From an optimization exercise on the open Yosys and OpenROAD flow, aimed at small area; shortcuts taken in it are not production practice.
Function was checked by simulation only, so behaviour that the tests miss may differ from the original.
Power figures rest on the tool's default switching activity, not on a simulated workload.

==> flow/design.v <==
module srcp (
  input  wire        clk,
  input  wire        rst,           
  input  wire        host_sel,
  input  wire        host_we,
  input  wire [5:0]  host_addr,
  input  wire [1:0]  host_size,
  input  wire [31:0] host_wdata,
  output reg  [31:0] host_rdata,
  output wire        host_err,
  output reg         gpio_req,
  output reg         gpio_we,
  output wire [31:0] gpio_addr,
  output wire [31:0] gpio_wdata,
  input  wire [31:0] gpio_rdata,
  input  wire        gpio_ack,
  input  wire [2:0]  grant,
  input  wire        sink_ok,
  output wire        evt_valid,
  output wire [15:0] evt_data,
  input  wire        evt_ready
);
  localparam [2:0] LS_UNCONFIGURED = 3'd0, LS_CONFIGURED = 3'd1,
                   LS_READY = 3'd2, LS_TORN_DOWN = 3'd3, LS_FAILED = 3'd4;
  localparam [3:0] S_IDLE  = 4'd0,
                   S_C_RD  = 4'd1,    
                   S_C_WR  = 4'd2,    
                   S_W1    = 4'd3,    
                   S_C27   = 4'd4,    
                   S_P_LEV = 4'd5,    
                   S_P_C17 = 4'd6,    
                   S_P_S17 = 4'd7,    
                   S_P_END = 4'd8,    
                   S_D     = 4'd9;    
  reg  [2:0]  lstate;
  reg  [3:0]  st;
  reg  [3:0]  idx;          
  reg  [28:0] dn;           
  wire [28:0] d = ~dn;
  reg  [15:0] rawn;         
  wire [15:0] raw = ~rawn;
  reg         raw_nz;       
  reg         raw_valid;
  reg  [4:0]  err;          
  reg  [31:0] errcmd;
  reg  [1:0]  ecm;          
  wire busy = (st != S_IDLE);
  wire cfgd = (lstate == LS_CONFIGURED) || (lstate == LS_READY);
  assign host_err = host_sel && ((host_size != 2'd2) || (host_addr[1:0] != 2'b00));
  wire host_ok   = host_sel && (host_size == 2'd2) && (host_addr[1:0] == 2'b00);
  wire cmd_wr    = host_ok && host_we && (host_addr[5:2] == 4'h0);
  wire status_wr = host_ok && host_we && (host_addr[5:2] == 4'h1);
  always @(*) begin
    case (host_addr[5:2])
      4'h1:    host_rdata = {19'b0, err[4:0], 3'b0, raw_valid, lstate, busy};
      4'h2:    host_rdata = {16'b0, raw & {16{raw_nz}}};
      4'h3:    host_rdata = 32'h0001_12E1;
      4'h4:    host_rdata = 32'h0019_0001;
      4'h5:    host_rdata = 32'h0000_0728;
      4'h6:    host_rdata = ecm[1] ? 32'h1 : (errcmd & {32{ecm[0]}});
      default: host_rdata = 32'h0000_0000;
    endcase
  end
  wire [3:0] w_op   = host_wdata[3:0];
  wire       w_well = (w_op <= 4'd6) && (host_wdata[15:4] == 12'h000) &&
                      ((host_wdata[31:16] == 16'h0000) || (w_op == 4'd5));
  reg        w_legal;
  always @(*) begin
    case (w_op)
      4'd1:    w_legal = (lstate != LS_FAILED);
      4'd2:    w_legal = cfgd;
      4'd3:    w_legal = (lstate == LS_READY);
      4'd4:    w_legal = cfgd && raw_valid;
      4'd5:    w_legal = cfgd;
      default: w_legal = 1'b1;
    endcase
  end
  wire cmd_err = cmd_wr && (busy || !w_well || !w_legal);
  wire accept  = cmd_wr && !busy && w_well && w_legal;
  wire [10:0] cnt  = d[26:16];
  wire        done = (cnt == 11'h711);
  wire        cfail = !cfgd && !(&grant && sink_ok);
  always @(*) begin
    case (st)
      S_C_RD:                    gpio_req = !cfail;
      S_C27:                     gpio_req = done | (idx[1:0] != 2'd0);
      S_P_LEV, S_P_S17:          gpio_req = done;
      S_IDLE, S_P_END, S_D:      gpio_req = 1'b0;
      default:                   gpio_req = 1'b1;
    endcase
  end
  always @(*) begin
    case (st)
      S_C_RD, S_P_LEV: gpio_we = 1'b0;
      default:         gpio_we = 1'b1;
    endcase
  end
  reg [3:0] a52;
  always @(*) begin
    case (st)
      S_C_RD, S_C_WR:            a52 = (idx[1:0] == 2'd0) ? 4'h1 : 4'h2;
      S_P_S17:                   a52 = 4'h7;    
      S_W1:                      a52 = idx[1] ? 4'hA : 4'h7;
      S_P_LEV:                   a52 = 4'hD;    
      default:                   a52 = 4'hA;    
    endcase
  end
  assign gpio_addr = {24'h202000, 2'b00, a52, 2'b00};
  wire pin17 = (st == S_W1 && idx[1:0] != 2'd0) || (st == S_P_C17) || (st == S_P_S17);
  wire cwr   = (st == S_C_WR);
  wire [31:0] pinword = {4'b0, ~cwr & ~pin17, 9'b0, pin17, 17'b0};
  wire [31:0] fword   = {d[28:21], idx[1] ? d[8:6] : 3'b001, d[20:9],
                         idx[1] ? 3'b000 : d[8:6], d[5:0]};
  assign gpio_wdata = (fword & {32{cwr}}) | pinword;
  wire acc = gpio_req && gpio_ack;
  wire ax    = idx[2] & ~idx[3];
  wire fin = idx[3] & idx[2];
  assign evt_valid = (st == S_D);
  assign evt_data  = {fin, ax, 2'b00, idx[3] & ~idx[2], ax, idx[1], idx[0],
                      6'b0, ax & d[0], ~fin & (d[0] | (ax & d[6]))};
  wire xfer = evt_valid && evt_ready;
  function [11:0] perm(input [15:0] r);
    perm = {r[7], r[5], r[11:8], r[6], r[4], r[3:0]};
  endfunction
  reg [3:0] st_n;
  always @(*) begin
    st_n = st;
    case (st)
      S_IDLE:
        if (accept)
          case (w_op)
            4'd1:    st_n = S_C_RD;
            4'd2,
            4'd3:    st_n = S_W1;
            4'd4,
            4'd5:    st_n = S_D;
            4'd6:    st_n = cfgd ? S_W1 : S_IDLE;
            default: st_n = S_IDLE;
          endcase
      S_C_RD:  if (cfail) st_n = S_IDLE; else if (acc) st_n = S_C_WR;
      S_C_WR:  if (acc) st_n = idx[1] ? S_IDLE : S_C_RD;
      S_W1:    if (acc) st_n = S_C27;
      S_C27:   if (acc) st_n = (idx[1:0] == 2'd0) ? S_P_LEV : S_IDLE;
      S_P_LEV: if (acc) st_n = S_P_C17;
      S_P_C17: if (acc) st_n = S_P_S17;
      S_P_S17: if (acc) st_n = (idx == 4'd15) ? S_P_END : S_P_LEV;
      S_P_END: if (done) st_n = S_IDLE;
      S_D:     if (xfer && fin) st_n = S_IDLE;
      default: st_n = S_IDLE;
    endcase
  end
  always @(posedge clk) begin
    if (rst) st <= S_IDLE;
    else     st <= st_n;
  end
  always @(posedge clk) begin
    if (accept)
      idx <= {2'b00, w_op == 4'd6, w_op == 4'd2};
    else if ((st == S_C_WR && acc) || (st == S_P_S17 && acc) || xfer)
      idx <= idx + 4'd1 + {3'b0, ax & (st == S_D)};
  end
  always @(posedge clk) begin
    if (st == S_C_RD && acc) begin
      dn <= ~({gpio_rdata[31:24], gpio_rdata[20:9],
            idx[1] ? gpio_rdata[23:21] : gpio_rdata[8:6], gpio_rdata[5:0]});
    end else begin
      if (accept && (w_op == 4'd4))
        dn[11:0] <= ~(perm(raw));
      else if (accept && (w_op == 4'd5))
        dn[11:0] <= ~(perm(host_wdata[31:16]));
      else if ((st == S_P_LEV && acc) || xfer)
        dn[15:0] <= ~({~gpio_rdata[22], d[15:1]});
      if (acc)
        dn[26:16] <= ~({1'b0, st == S_W1, 9'h100});
      else if (!done && st != S_C_WR)
        dn[26:16] <= ~({cnt[9:0], cnt[10] ^ cnt[8]});
    end
  end
  always @(posedge clk) begin
    if (rst) begin
      lstate    <= LS_UNCONFIGURED;
      raw_valid <= 1'b0;
      raw_nz    <= 1'b0;
      err       <= 5'b0;
      ecm       <= 2'd0;
    end else begin
      if (status_wr)
        err <= err & ~host_wdata[12:8];
      if (cmd_err) begin
        ecm <= 2'd1;
        if (busy)        err[3] <= 1'b1;
        else if (!w_well) err[2] <= 1'b1;
        else             err[4] <= 1'b1;
      end
      if (accept && w_op == 4'd6 && !cfgd) begin
        raw_valid <= 1'b0;
        lstate    <= LS_TORN_DOWN;
      end
      if (st == S_C_RD && cfail) begin
        lstate <= LS_FAILED;
        ecm    <= 2'd2;
        if (!(&grant)) err[0] <= 1'b1;
        else           err[1] <= 1'b1;
      end
      if (st == S_C_WR && acc && idx[1] && !cfgd)
        lstate <= LS_CONFIGURED;
      if (st == S_C27 && acc && idx[0])
        lstate <= LS_READY;
      if (st == S_C27 && acc && idx[1]) begin
        raw_valid <= 1'b0;
        lstate    <= LS_TORN_DOWN;
      end
      if (st == S_P_END && done) begin
        raw_valid <= 1'b1;
        raw_nz    <= 1'b1;
      end
    end
  end
  always @(posedge clk) begin
    if (cmd_err)
      errcmd <= host_wdata;
    if (st == S_P_END && done)
      rawn <= ~d[15:0];
  end
endmodule
Settings: LEC_CHECK=0, CAP_MARGIN=0, CORE_MARGIN=2, CORE_UTILIZATION=40, SLEW_MARGIN=0; clock period 10.0 ns.
standard.sh (not shown) runs the stock make flow with config.mk's settings and CLKGATE_MAP_FILE= SYNTH_SCRIPT=/design/flow/synth_recipe.tcl, a recipe that flattens the netlist after the stock synthesis.
==> flow/flow/run.sh <==
#!/bin/bash
# The standard layout (standard.sh), built with these changes:
# - synthesis runs the standard synthesis script unchanged, but ABC maps
#   the logic with an area-oriented script (flow/abc_area_map.script) in
#   place of ORFS's speed script; the registers are the standard ones;
# - the port buffers use the smallest buffer cell, buf_1;
# - the constant outputs share one tie cell instead of one tie cell each;
# - the clock tree uses clkbuf_8 buffers and no dummy balancing loads.
# Each step's full output is in synth.log and standard.log here.
set -euo pipefail
rm -rf scripts_area
cp -r "$FLOW_HOME/scripts" scripts_area
cp flow/abc_area_map.script scripts_area/abc_speed.script
export BUFFER_PORTS_ARGS="-buffer_cell sky130_fd_sc_hd__buf_1"
export SKIP_REPAIR_TIE_FANOUT=1
export CTS_ARGS="-sink_clustering_enable -repair_clock_nets -dont_use_dummy_load -buf_list {sky130_fd_sc_hd__clkbuf_8}"
SCRIPTS_DIR="$PWD/scripts_area" bash standard.sh synth > synth.log 2>&1
bash standard.sh > standard.log 2>&1
==> flow/flow/abc_area_map.script <==
&get -n
&st
&deepsyn -T 60
&dch -f
&nf -R 1000 -a
&put
topo
Edit:
--- a/flow/design.v
+++ b/flow/design.v
@@ -26,11 +26,15 @@
                    S_C_RD  = 4'd1,    
                    S_C_WR  = 4'd2,    
-                   S_W1    = 4'd3,    
-                   S_C27   = 4'd4,    
-                   S_P_LEV = 4'd5,    
-                   S_P_C17 = 4'd6,    
-                   S_P_S17 = 4'd7,    
-                   S_P_END = 4'd8,    
-                   S_D     = 4'd9;    
+                   S_I_S17 = 4'd3,    
+                   S_I_C27 = 4'd4,    
+                   S_T_C17 = 4'd5,    
+                   S_T_C27 = 4'd6,    
+                   S_P_S27 = 4'd7,    
+                   S_P_C27 = 4'd8,    
+                   S_P_LEV = 4'd9,    
+                   S_P_C17 = 4'd10,   
+                   S_P_S17 = 4'd11,   
+                   S_P_END = 4'd12,   
+                   S_D     = 4'd13;   
   reg  [2:0]  lstate;
   reg  [3:0]  st;
@@ -84,6 +88,5 @@
     case (st)
       S_C_RD:                    gpio_req = !cfail;
-      S_C27:                     gpio_req = done | (idx[1:0] != 2'd0);
-      S_P_LEV, S_P_S17:          gpio_req = done;
+      S_P_C27, S_P_LEV, S_P_S17: gpio_req = done;
       S_IDLE, S_P_END, S_D:      gpio_req = 1'b0;
       default:                   gpio_req = 1'b1;
@@ -100,6 +103,5 @@
     case (st)
       S_C_RD, S_C_WR:            a52 = (idx[1:0] == 2'd0) ? 4'h1 : 4'h2;
-      S_P_S17:                   a52 = 4'h7;    
-      S_W1:                      a52 = idx[1] ? 4'hA : 4'h7;
+      S_I_S17, S_P_S27, S_P_S17: a52 = 4'h7;    
       S_P_LEV:                   a52 = 4'hD;    
       default:                   a52 = 4'hA;    
@@ -107,5 +109,5 @@
   end
   assign gpio_addr = {24'h202000, 2'b00, a52, 2'b00};
-  wire pin17 = (st == S_W1 && idx[1:0] != 2'd0) || (st == S_P_C17) || (st == S_P_S17);
+  wire pin17 = (st == S_I_S17) || (st == S_T_C17) || (st == S_P_C17) || (st == S_P_S17);
   wire cwr   = (st == S_C_WR);
   wire [31:0] pinword = {4'b0, ~cwr & ~pin17, 9'b0, pin17, 17'b0};
@@ -131,15 +133,19 @@
           case (w_op)
             4'd1:    st_n = S_C_RD;
-            4'd2,
-            4'd3:    st_n = S_W1;
+            4'd2:    st_n = S_I_S17;
+            4'd3:    st_n = S_P_S27;
             4'd4,
             4'd5:    st_n = S_D;
-            4'd6:    st_n = cfgd ? S_W1 : S_IDLE;
+            4'd6:    st_n = cfgd ? S_T_C17 : S_IDLE;
             default: st_n = S_IDLE;
           endcase
       S_C_RD:  if (cfail) st_n = S_IDLE; else if (acc) st_n = S_C_WR;
       S_C_WR:  if (acc) st_n = idx[1] ? S_IDLE : S_C_RD;
-      S_W1:    if (acc) st_n = S_C27;
-      S_C27:   if (acc) st_n = (idx[1:0] == 2'd0) ? S_P_LEV : S_IDLE;
+      S_I_S17: if (acc) st_n = S_I_C27;
+      S_I_C27: if (acc) st_n = S_IDLE;
+      S_T_C17: if (acc) st_n = S_T_C27;
+      S_T_C27: if (acc) st_n = S_IDLE;
+      S_P_S27: if (acc) st_n = S_P_C27;
+      S_P_C27: if (acc) st_n = S_P_LEV;
       S_P_LEV: if (acc) st_n = S_P_C17;
       S_P_C17: if (acc) st_n = S_P_S17;
@@ -156,5 +162,5 @@
   always @(posedge clk) begin
     if (accept)
-      idx <= {2'b00, w_op == 4'd6, w_op == 4'd2};
+      idx <= 4'd0;
     else if ((st == S_C_WR && acc) || (st == S_P_S17 && acc) || xfer)
       idx <= idx + 4'd1 + {3'b0, ax & (st == S_D)};
@@ -172,5 +178,5 @@
         dn[15:0] <= ~({~gpio_rdata[22], d[15:1]});
       if (acc)
-        dn[26:16] <= ~({1'b0, st == S_W1, 9'h100});
+        dn[26:16] <= ~({1'b0, st == S_P_S27, 9'h100});
       else if (!done && st != S_C_WR)
         dn[26:16] <= ~({cnt[9:0], cnt[10] ^ cnt[8]});
@@ -205,7 +211,7 @@
       if (st == S_C_WR && acc && idx[1] && !cfgd)
         lstate <= LS_CONFIGURED;
-      if (st == S_C27 && acc && idx[0])
+      if (st == S_I_C27 && acc)
         lstate <= LS_READY;
-      if (st == S_C27 && acc && idx[1]) begin
+      if (st == S_T_C27 && acc) begin
         raw_valid <= 1'b0;
         lstate    <= LS_TORN_DOWN;
Outcome:
- The new run finished clean
- hold slack got worse by 0.019 ns
- global-route usage drops by 1.1 points
- core utilization rises by 0.21 points
- critical path depth rose by 3
- via count falls by 2.3%
- total power rises by 13%
- routed wire length falls by 3.9%
- clock-buffer cell count is unchanged
- cell area goes up by 0.45%
- non-clock buffer count stays the same
- clock skew rose by 0.0064 ns
- cell count went up by 1.3%

==> static timing again, ports no longer ideal <==
Ports are ideal in the flow. The routed layouts listed here were re-timed in OpenROAD.
Step 1 assumes that a clkbuf_16 drives the clock port and a buf_2 every other input.
Step 2 moves the port delays by t, midway between the first and last clock arrival at a register: inputs arrive t later, outputs are due t later. That takes back most of the time a late clock gives input paths.
Three values: ideal ports, drivers, drivers and shift; two values: the first two.
run | shift t [ns] | setup WS [ns] | cell pins on the clock port's net
the first run | 0.398 | 4.210 / 4.184 / 4.184 | 1
the second run | 0.382 | 4.177 / 4.153 / 4.153 | 1
After both steps setup and hold are still met in every run listed. For the first run, which loses most, drivers alone change the setup slack by -0.026 ns; drivers and shift together by -0.026 ns.
